This is an optimization exercise on Yosys and OpenROAD, whose aim is small area, a short achievable clock period and few clock cycles, not a production implementation. In this exercise RTL edits were held to simulation tests only and were not proved equivalent to the original. Power and IR drop assume default switching activity.

## build 48
==> flow/design.v (excerpt) <==
module auklet_core (
    input  wire        clk,
    input  wire        rst,         
    input  wire        bus_req,
    input  wire        bus_we,
    input  wire [11:0] bus_addr,
    input  wire [2:0]  bus_size,
    input  wire [31:0] bus_wdata,
    output reg         bus_ack,
    output reg  [31:0] bus_rdata,
    output wire [31:0] act0,
    output wire [31:0] act1,
    output wire [31:0] act2,
    output wire [31:0] act3,
    output wire        irq
);
Settings: LEC_CHECK=0, ABC_AREA=1, CAP_MARGIN=40, CORE_MARGIN=2, CORE_UTILIZATION=40, PLACE_DENSITY=0.68, SLEW_MARGIN=40; clock period 20.0 ns.
standard.sh (not shown) runs the stock make flow with config.mk's settings and CLKGATE_MAP_FILE= SYNTH_SCRIPT=/design/flow/synth_recipe.tcl, a recipe that flattens the netlist after the stock synthesis.
==> flow/flow/run.sh <==
#!/bin/bash
set -euo pipefail
bash standard.sh SETUP_SLACK_MARGIN=14 finish > layout.log 2>&1
Final checks on build 48, whose flow otherwise completed, came back failing, citing antenna rules.
Testbench counts of build 48, summed over its fixed seeds: cycles 38,823.
For build 24, these inputs were changed with respect to build 48:
- PLACE_DENSITY: 0.68 -> 0.6
--- outcome ---
- No stage failed in build 24, and the final checks on the layout all came back clean.
- Of build 24 and build 48, build 48 shows the higher worst path setup slack after routing, with build 24 below it.
- Relative to build 48, the critical path depth of build 24 is higher by 44.
- Build 24 improves on build 48 in clock power.
- | routed wire length on met2 | higher: build 48 |
- Compared with build 48, build 24 shows a higher worst-case reg-to-reg path depth.
- Compared build 48 against build 24; number of non-clock inverters within noise.
- Build 24 vs. build 48: die footprint comparable, areal power density over the cells shows a reduction of 0.93 nW/um^2, total area of multi-input combinational cells fell by 0.45%.
- Wire: build 24 routes less than build 48
Input changes introduced in build 35 (baseline for comparison: build 24):
- putting CTS_CLUSTER_DIAMETER at 60 where nothing was set
- putting CTS_CLUSTER_SIZE at 24 where nothing was set
## What came out
Cell area | build 35 vs build 24 | build 35 smaller
Against build 24, build 35 reports a slew at the pin with the worst max-slew slack that is higher.
Cmp build 24 and build 35 / number of buffers other than clock buffers in the final layout / lower: build 35
Combinational share of power for build 35: 0.2 points up relative to build 24
Taking build 24 as the reference, in build 35 wire length after detailed routing -0.99%, power density of the placed cells -1.6%.

---

## JK
Another version of the RTL of auklet_core (not shown whole).
Size in the first run: ~3700 flip-flops, roughly 0.21 mm^2 of cells after synthesis.
// auklet_core
module auklet_core (
    input  wire        clk,
    input  wire        rst,         
    input  wire        bus_req,
    input  wire        bus_we,
    input  wire [11:0] bus_addr,
    input  wire [2:0]  bus_size,
    input  wire [31:0] bus_wdata,
    output reg         bus_ack,
    output reg  [31:0] bus_rdata,
    output wire [31:0] act0,
    output wire [31:0] act1,
    output wire [31:0] act2,
    output wire [31:0] act3,
    output wire        irq
);
    localparam [31:0] ID_VALUE = 32'h41554B31;
    localparam C_DT   = 0;
    localparam C_LIM  = 1;
    localparam C_OVF  = 2;
    localparam C_CMD  = 3;
    localparam C_BUS  = 4;
    localparam C_LOCK = 5;
    localparam [2:0] A_NONE = 3'd0, A_RO = 3'd1, A_RW = 3'd2, A_RWL = 3'd3,
                     A_W1C  = 3'd4, A_WO = 3'd5;
    localparam [4:0] R_NONE  = 5'd0,  R_ID    = 5'd1,  R_CTRL  = 5'd2,
                     R_STAT  = 5'd3,  R_IRQEN = 5'd4,  R_CMD   = 5'd5,
                     R_DT    = 5'd6,  R_INP   = 5'd7,  R_EINFO = 5'd8,
                     R_ECAUSE= 5'd9,  R_KP    = 5'd10, R_KI    = 5'd11,
                     R_KD    = 5'd12, R_ILIM  = 5'd13, R_DEFSP = 5'd14,
                     R_SP    = 5'd15, R_MEAS  = 5'd16, R_ITERM = 5'd17,
                     R_LERR  = 5'd18, R_POUT  = 5'd19, R_M     = 5'd20,
                     R_ACT   = 5'd21, R_MIXIN = 5'd22;
    localparam [3:0] OP_NONE = 4'd0, OP_DT = 4'd1, OP_P = 4'd2, OP_QD = 4'd3,
                     OP_MIX  = 4'd4, OP_XR = 4'd5, OP_I = 4'd6, OP_Q  = 4'd7,
                     OP_QLO  = 4'd8, OP_QHI = 4'd9;
    localparam [2:0] E_IDLE = 3'd0, E_FAST = 3'd1, E_SDIF = 3'd2,
                     E_SDIV = 3'd3, E_SDIVW = 3'd4, E_SNEG = 3'd5,
                     E_SOPS = 3'd6, E_SMIX = 3'd7;
    localparam [1:0] K_TICK = 2'd0, K_UPD = 2'd1, K_MIX = 2'd2;
    localparam [4:0] F_TICK_END = 5'd25, F_UPD_END = 5'd9, F_MIX_END = 5'd9;
    localparam [4:0] S_OPS_END = 5'd21, S_MIX_END = 5'd17;
    integer k;
    reg  [3:0]  ctrl;
    reg  [5:0]  status;
    reg  [8:0]  irqen;
    reg  [31:0] dt;
    reg         en;
    reg  [31:0] errinfo;
    reg  [2:0]  errcode;
    reg         errvalid;
    reg  [31:0] kp    [0:3];
    reg  [31:0] ki    [0:3];
    reg  [31:0] kd    [0:3];
    reg  [31:0] ilim  [0:3];
    reg  [31:0] defsp [0:3];
    reg  [31:0] sp    [0:3];
  ...
Settings: LEC_CHECK=0, ABC_AREA=1, CAP_MARGIN=40, CORE_MARGIN=2, CORE_UTILIZATION=40, PLACE_DENSITY=0.6, SLEW_MARGIN=40; clock period 20.0 ns.
==> flow/flow/run.sh <==
#!/bin/bash
set -euo pipefail
bash standard.sh SETUP_SLACK_MARGIN=13.5 finish > layout.log 2>&1
JK: flow completed, timing, DRC and antenna clean
Testbench counts of JK, summed over its fixed seeds: cycles 38,823.
The inputs of MS differ from those of JK as listed below.
==> flow/flow/run.sh <==
#!/bin/bash
set -euo pipefail
bash standard.sh SETUP_SLACK_MARGIN=14 finish > layout.log 2>&1
Findings:
Comparing MS and JK, the higher global-route usage was measured on MS. MS against JK: routed wire length saw an increase, detailed-router iteration count before antenna repair lost 2, met1 layer wirelength in the final routing down 0.47%, multi-input combinational area share was more or less identical.
The following lists how AL was set up differently from MS:
Settings: CTS_CLUSTER_SIZE: unset -> 24; CTS_CLUSTER_DIAMETER: unset -> 60.
Sort MS and AL by clock period minus worst slack, descending, and AL comes first.
Number of logic stages on the critical path including buffering ends up higher on MS.
Compared with MS, AL ends up with a smaller final cell area.
Going from MS to AL, the number of global-route vias before repair was found to have gone down by 824.
As far as die area goes, MS and AL are indistinguishable; the numbers are identical.
Per the comparison of AL with MS, post-layout instance count excluding filler cells went down by 104; post-layout total power went down by 1.9%.
Summary of AL over MS: largest stage delay on the critical path now smaller; power in combinational cells comparable.

-- afterwards: timing with drivers on the ports --
Ports are ideal in the flow. The routed layouts listed here were re-timed in OpenROAD. Step 1 (the two cells are an assumption about what drives the block):
set clk [get_ports {clk}]
set_driving_cell -lib_cell sky130_fd_sc_hd__clkbuf_16 $clk
set_driving_cell -lib_cell sky130_fd_sc_hd__buf_2 [delete_from_list [all_inputs] $clk]
Step 2 moves the port delays by t, midway between the first and last clock arrival at a register: inputs arrive t later, outputs are due t later. That takes back most of the time a late clock gives input paths. a / b / c = ideal / step 1 / step 2; a / b = the first two.
| run | shift t [ns] | setup slack, ns | worst data-port slew with drivers (ns) |
|---|---|---|---|
| build 48 | 1.190 | 13.344 / 13.200 / 12.495 | 0.23 |
| build 24 | 1.206 | 13.116 / 12.974 / 12.747 | 0.24 |
| build 35 | 1.179 | 13.202 / 13.051 / 12.763 | 0.21 |
| JK | 1.185 | 13.463 / 13.334 / 12.395 | 0.07 |
| MS | 1.188 | 13.530 / 13.400 / 12.780 | 0.19 |
| AL | 1.192 | 13.521 / 13.413 / 12.806 | 0.19 |
The setup slack of JK, which loses most, moves by -0.129 ns with the drivers and by -1.068 ns with both steps.
